This design comes from an exercise in tuning for small area on the open sky130 flow, not from production work. Function was checked by simulation only, so behaviour that the tests miss may differ from the original. Power and IR drop assume default switching activity.

== trial 45 ==
## ir_volume
module ir_volume(clk, rst, ir_in, gtick, att_ack, att_sel_n, att_valid, att_byte, tens_we, ones_we, seg_tens, seg_ones);
export LEC_CHECK = 0
export ABC_AREA = 1
export CAP_MARGIN = 20
export CORE_MARGIN = 2
export CORE_UTILIZATION = 72
export SLEW_MARGIN = 20
create_clock -name core_clock -period 10.0 [get_ports {clk}]
standard.sh (not shown) runs the stock make flow with config.mk's settings and CLKGATE_MAP_FILE= SYNTH_SCRIPT=/design/flow/synth_recipe.tcl, a recipe that flattens the netlist after the stock synthesis.
==> flow/flow/run.sh <==
#!/bin/bash
# The standard layout (standard.sh) with these changes:
#  - synthesis maps the logic with ABC for area only (flow/area.abc) instead of
#    ORFS's delay-bounded mapping, buffering and sizing, and leaves adders to
#    ABC (no separate half/full adder cells); everything else in the
#    synthesis script (registers, names, flattening) is the standard flow's own;
#  - every input and output port gets the smallest buffer (buf_1);
#  - clock tree: clkbuf_8 buffers only, no dummy loads.
set -euo pipefail
here=$(pwd)
# synthesis script: the standard flow's, with the ABC call given flow/area.abc as its script
{
  head -n 1 synth_recipe.tcl
  cat <<EOT
proc abc {args} {
  set i [lsearch -exact \$args -script]
  if { \$i >= 0 } { set args [lreplace \$args \$i [expr {\$i + 1}] -script $here/flow/area.abc] }
  yosys abc {*}\$args
}
EOT
  tail -n +2 synth_recipe.tcl
} > area_synth.tcl
sed "s#SYNTH_SCRIPT=[^ ]*synth_recipe.tcl#SYNTH_SCRIPT=$here/area_synth.tcl ADDER_MAP_FILE=#" standard.sh > area_standard.sh
grep -q "SYNTH_SCRIPT=$here/area_synth.tcl ADDER_MAP_FILE=" area_standard.sh
export BUFFER_PORTS_ARGS="-buffer_cell sky130_fd_sc_hd__buf_1"
export CTS_ARGS="-sink_clustering_enable -repair_clock_nets -buf_list sky130_fd_sc_hd__clkbuf_8 -dont_use_dummy_load"
bash area_standard.sh > standard.log 2>&1
==> flow/flow/area.abc <==
strash
dch -f
amap
topo
In summary, trial 45 completed successfully, with a layout that passed the timing, DRC and antenna checks.
Input-level comparison between trial 63 and trial 45:
- a change of CORE_UTILIZATION from 72 to 65
### Flow results
- Trial 63 went all the way through the flow, and no timing, DRC or antenna check failed.
- Diff trial 45 -> trial 63: post-placement cell area has increased, met2 layer wire length in the routed design has decreased, post-layout instance area has increased, post-layout worst setup margin has increased.

---

Another version of the RTL of ir_volume (not shown whole).
For scale: about 540 cells after synthesis, ~66 flip-flops, ~33 I/O pins.
==> flow/config.mk <==
export PLATFORM = sky130hd
export DESIGN_NAME = ir_volume
export DESIGN_NICKNAME = ir_volume
export VERILOG_FILES = /design/flow/design.v
export SDC_FILE = /design/flow/constraint.sdc
export NUM_CORES = 4
export LEC_CHECK = 0
export ABC_AREA = 1
export CAP_MARGIN = 20
export CORE_MARGIN = 2
export CORE_UTILIZATION = 40
export SLEW_MARGIN = 20
==> flow/constraint.sdc <==
create_clock -name core_clock -period 10.0 [get_ports {clk}]
set_input_delay 2.0000 -clock core_clock [delete_from_list [all_inputs] [get_ports {clk}]]
set_output_delay 2.0000 -clock core_clock [all_outputs]
set_load 0.01 [all_outputs]
==> flow/flow/run.sh <==
#!/bin/bash
# The standard layout with two changes:
#  - synthesis maps the logic with ABC for area only (flow/area.abc) instead of
#    ORFS's delay-bounded mapping, buffering and sizing; everything else in the
#    synthesis script (registers, names, flattening) is the standard flow's own;
#  - every input and output port gets the smallest buffer (buf_1).
set -euo pipefail
here=$(pwd)
# synthesis script: the standard flow's, with the ABC call given flow/area.abc as its script
{
  head -n 1 synth_recipe.tcl
  cat <<EOT
proc abc {args} {
  set i [lsearch -exact \$args -script]
  if { \$i >= 0 } { set args [lreplace \$args \$i [expr {\$i + 1}] -script $here/flow/area.abc] }
  yosys abc {*}\$args
}
EOT
  tail -n +2 synth_recipe.tcl
} > area_synth.tcl
sed "s#SYNTH_SCRIPT=[^ ]*synth_recipe.tcl#SYNTH_SCRIPT=$here/area_synth.tcl#" standard.sh > area_standard.sh
grep -q "SYNTH_SCRIPT=$here/area_synth.tcl" area_standard.sh
export BUFFER_PORTS_ARGS="-buffer_cell sky130_fd_sc_hd__buf_1"
export CTS_ARGS="-sink_clustering_enable -repair_clock_nets -buf_list sky130_fd_sc_hd__clkbuf_8 -dont_use_dummy_load"
bash area_standard.sh > standard.log 2>&1
Scripts as last shown in full above: flow/flow/area.abc
The first run finished with timing, DRC and antenna clean.
Then changed:
--- a/flow/flow/run.sh
+++ b/flow/flow/run.sh
@@ -23,3 +23,2 @@
 export BUFFER_PORTS_ARGS="-buffer_cell sky130_fd_sc_hd__buf_1"
-export CTS_ARGS="-sink_clustering_enable -repair_clock_nets -buf_list sky130_fd_sc_hd__clkbuf_8 -dont_use_dummy_load"
 bash area_standard.sh > standard.log 2>&1
- CTS_BUF_LIST: default -> sky130_fd_sc_hd__clkbuf_8
Effect: The changed run completed without violations. Via count barely changes. Design area rises by about 1.7%. Routed wire length decreases by 0.36%. Global-route usage falls by 0.12 points. Clock-buffer cell count came out higher by 1. Combinational power is about the same. Core utilization goes up by 0.75 points. Worst setup slack degrades by 0.015 ns.
Then changed:
==> flow/run.sh (new file) <==
#!/bin/bash
# synth_recipe.tcl (not shown) runs the flow's synth.tcl, then flattens the netlist and writes it again
# the make line also repeats each setting of config.mk as NAME=value (left out here)
make -C /OpenROAD-flow-scripts/flow DESIGN_CONFIG=/design/flow/config.mk WORK_HOME=/design/flow/orfs CLKGATE_MAP_FILE= SYNTH_SCRIPT=/design/flow/synth_recipe.tcl finish
- CTS_BUF_LIST: sky130_fd_sc_hd__clkbuf_8 -> default
removed: flow/flow/run.sh
removed: flow/flow/area.abc
removed: flow/standard.sh
Outcome:
- The new run produced a clean layout
- sequential share of layout area came out lower by 3.8 points
- clock skew is about the same
- wire length came out higher by 12%
- total power increases by 7.8%
- final cell count goes up by 15%
- combinational power came out higher by 36%
- setup slack is worse by 0.059 ns
- sequential power stays flat
- die area goes up by 12%
- via count grows by 6.8%
- hold slack degrades by 0.0044 ns

---

ir_volume again, from the RTL that the note above started with.
Settings: LEC_CHECK=0, ABC_AREA=1, CAP_MARGIN=20, CORE_MARGIN=2, CORE_UTILIZATION=40, CTS_BUF_LIST=sky130_fd_sc_hd__clkbuf_4, CTS_CLUSTER_DIAMETER=100, CTS_CLUSTER_SIZE=30, SLEW_MARGIN=20; clock period 10.0 ns.
run.sh (not shown) runs the stock make flow with config.mk's settings and CLKGATE_MAP_FILE= SYNTH_SCRIPT=/design/flow/synth_recipe.tcl, a recipe that flattens the netlist after the stock synthesis.
Stock flow here: none of the scripts above is used.
Then changed:
==> flow/flow/run.sh (new file) <==
#!/bin/bash
# The standard layout with two changes:
#  - synthesis maps the logic with ABC for area only (flow/area.abc) instead of
#    ORFS's delay-bounded mapping, buffering and sizing; everything else in the
#    synthesis script (registers, names, flattening) is the standard flow's own;
#  - every input and output port gets the smallest buffer (buf_1).
set -euo pipefail
here=$(pwd)
# synthesis script: the standard flow's, with the ABC call given flow/area.abc as its script
{
  head -n 1 synth_recipe.tcl
  cat <<EOT
proc abc {args} {
  set i [lsearch -exact \$args -script]
  if { \$i >= 0 } { set args [lreplace \$args \$i [expr {\$i + 1}] -script $here/flow/area.abc] }
  yosys abc {*}\$args
}
EOT
  tail -n +2 synth_recipe.tcl
} > area_synth.tcl
sed "s#SYNTH_SCRIPT=[^ ]*synth_recipe.tcl#SYNTH_SCRIPT=$here/area_synth.tcl#" standard.sh > area_standard.sh
grep -q "SYNTH_SCRIPT=$here/area_synth.tcl" area_standard.sh
export BUFFER_PORTS_ARGS="-buffer_cell sky130_fd_sc_hd__buf_1"
bash area_standard.sh > standard.log 2>&1
==> flow/flow/area.abc (new file) <==
strash
dch -f
amap
topo
==> flow/standard.sh (new file) <==
#!/bin/bash
# synth_recipe.tcl (not shown) runs the flow's synth.tcl, then flattens the netlist and writes it again
# the make line also repeats each setting of config.mk as NAME=value (left out here)
make -C /OpenROAD-flow-scripts/flow DESIGN_CONFIG=/design/flow/config.mk WORK_HOME=/design/flow/orfs CLKGATE_MAP_FILE= SYNTH_SCRIPT=/design/flow/synth_recipe.tcl "${@:-finish}"
- CTS_BUF_LIST: sky130_fd_sc_hd__clkbuf_4 -> sky130_fd_sc_hd__clkbuf_4 sky130_fd_sc_hd__clkbuf_8
- CTS_CLUSTER_DIAMETER: 100 -> 50
- CTS_CLUSTER_SIZE: 30 -> 20
removed: flow/run.sh
Effect: The changed run ran to the end with no violations; final area fell by 11%; combinational power fell by about 26%; die area fell by 11%; total power fell by 0.77%; routed wire length fell by about 10%; synthesized cell count fell by about 18%; first-iteration DRC count rose by 49%; cell count fell by 13%; clock power rose by 34%.
Then changed:
==> flow/flow/run.sh (replaced) <==
#!/bin/bash
# The standard layout, with the smallest buffer on every input and output port.
set -euo pipefail
export BUFFER_PORTS_ARGS="-buffer_cell sky130_fd_sc_hd__buf_1"
bash standard.sh > standard.log 2>&1
- CTS_BUF_LIST: sky130_fd_sc_hd__clkbuf_4 sky130_fd_sc_hd__clkbuf_8 -> sky130_fd_sc_hd__clkbuf_4
- CTS_CLUSTER_DIAMETER: 50 -> 100
- CTS_CLUSTER_SIZE: 20 -> 30
removed: flow/flow/area.abc
Outcome:
- The changed run produced a clean layout
- worst hold slack degrades by 0.0085 ns
- first-iteration DRC count decreases by about a fifth
- area after synthesis increases by roughly a tenth
- final cell count increases by about a fifth
- register-to-register slack improves by 1.6 ns
- clock-buffer cell count is unchanged
Then changed:
==> flow/flow/run.sh (replaced) <==
#!/bin/bash
# The standard layout with two changes:
#  - synthesis maps the logic with ABC for area only (flow/area.abc) instead of
#    ORFS's delay-bounded mapping, buffering and sizing; everything else in the
#    synthesis script (registers, names, flattening) is the standard flow's own;
#  - every input and output port gets the smallest buffer (buf_1).
set -euo pipefail
here=$(pwd)
# synthesis script: the standard flow's, with the ABC call given flow/area.abc as its script
{
  head -n 1 synth_recipe.tcl
  cat <<EOT
proc abc {args} {
  set i [lsearch -exact \$args -script]
  if { \$i >= 0 } { set args [lreplace \$args \$i [expr {\$i + 1}] -script $here/flow/area.abc] }
  yosys abc {*}\$args
}
EOT
  tail -n +2 synth_recipe.tcl
} > area_synth.tcl
sed "s#SYNTH_SCRIPT=[^ ]*synth_recipe.tcl#SYNTH_SCRIPT=$here/area_synth.tcl#" standard.sh > area_standard.sh
grep -q "SYNTH_SCRIPT=$here/area_synth.tcl" area_standard.sh
export BUFFER_PORTS_ARGS="-buffer_cell sky130_fd_sc_hd__buf_1"
bash area_standard.sh > standard.log 2>&1
==> flow/flow/area.abc (new file) <==
strash
dch -f
map -a
topo
stime -c
buffer -c
upsize -c
dnsize -c
Via count falls by 5.1%. Combinational power came out lower by 11%. First-iteration DRC count came out lower by 39%. Fmax goes down by 0.95%. Cell count falls by 8.3%. Wire length hardly moves.

## afterwards: timing with drivers on the ports
No port has a modelled driver above. Below, the same layouts with a new extraction and two added sets of constraints. Step 1: set_driving_cell puts a clkbuf_16 on clk and a buf_2 on each other input, an assumption about the parent block. Step 2 adds t to the input delays and takes it off the output delays; t is the mean of the earliest and latest rising clock arrival at the registers after step 1. Input paths then give back, and output paths get back, about the clock's delay inside the block. Three values: ideal, step 1, step 2; two values: the first two.
run	t (ns)	slack for setup (ns)	worst hold slack (ns)	latest minus earliest clock arrival (ns)	cell pins on the clock port's net
trial 45	0.339	2.127 / 2.097 / 2.436	0.463 / 0.463 / 0.463	0.024 / 0.024	1
trial 63	0.333	2.432 / 2.403 / 2.735	0.463 / 0.463 / 0.463	0.027 / 0.027	1
the first run of note 2	0.361	4.778 / 4.748 / 4.638	0.474 / 0.474 / 0.474	0.030 / 0.030	1
the second run of note 2	0.366	4.764 / 4.734 / 4.640	0.483 / 0.483 / 0.483	0.012 / 0.012	1
the third run of note 2	0.379	4.705 / 4.674 / 5.052	0.479 / 0.479 / 0.479	0.009 / 0.009	1
the first run of note 3	0.449	4.592 / 4.564 / 5.013	0.484 / 0.484 / 0.484	0.019 / 0.018	1
the second run of note 3	0.368	4.771 / 4.739 / 4.649	0.481 / 0.481 / 0.481	0.014 / 0.014	1
the third run of note 3	0.439	5.022 / 4.994 / 5.432	0.472 / 0.472 / 0.472	0.023 / 0.023	1
the fourth run of note 3	0.448	4.975 / 4.947 / 5.394	0.480 / 0.480 / 0.480	0.017 / 0.017	1
After both steps setup and hold are still met in every run listed. The setup slack of the first run of note 2, which loses most, moves by -0.030 ns with the drivers and by -0.140 ns with both steps.
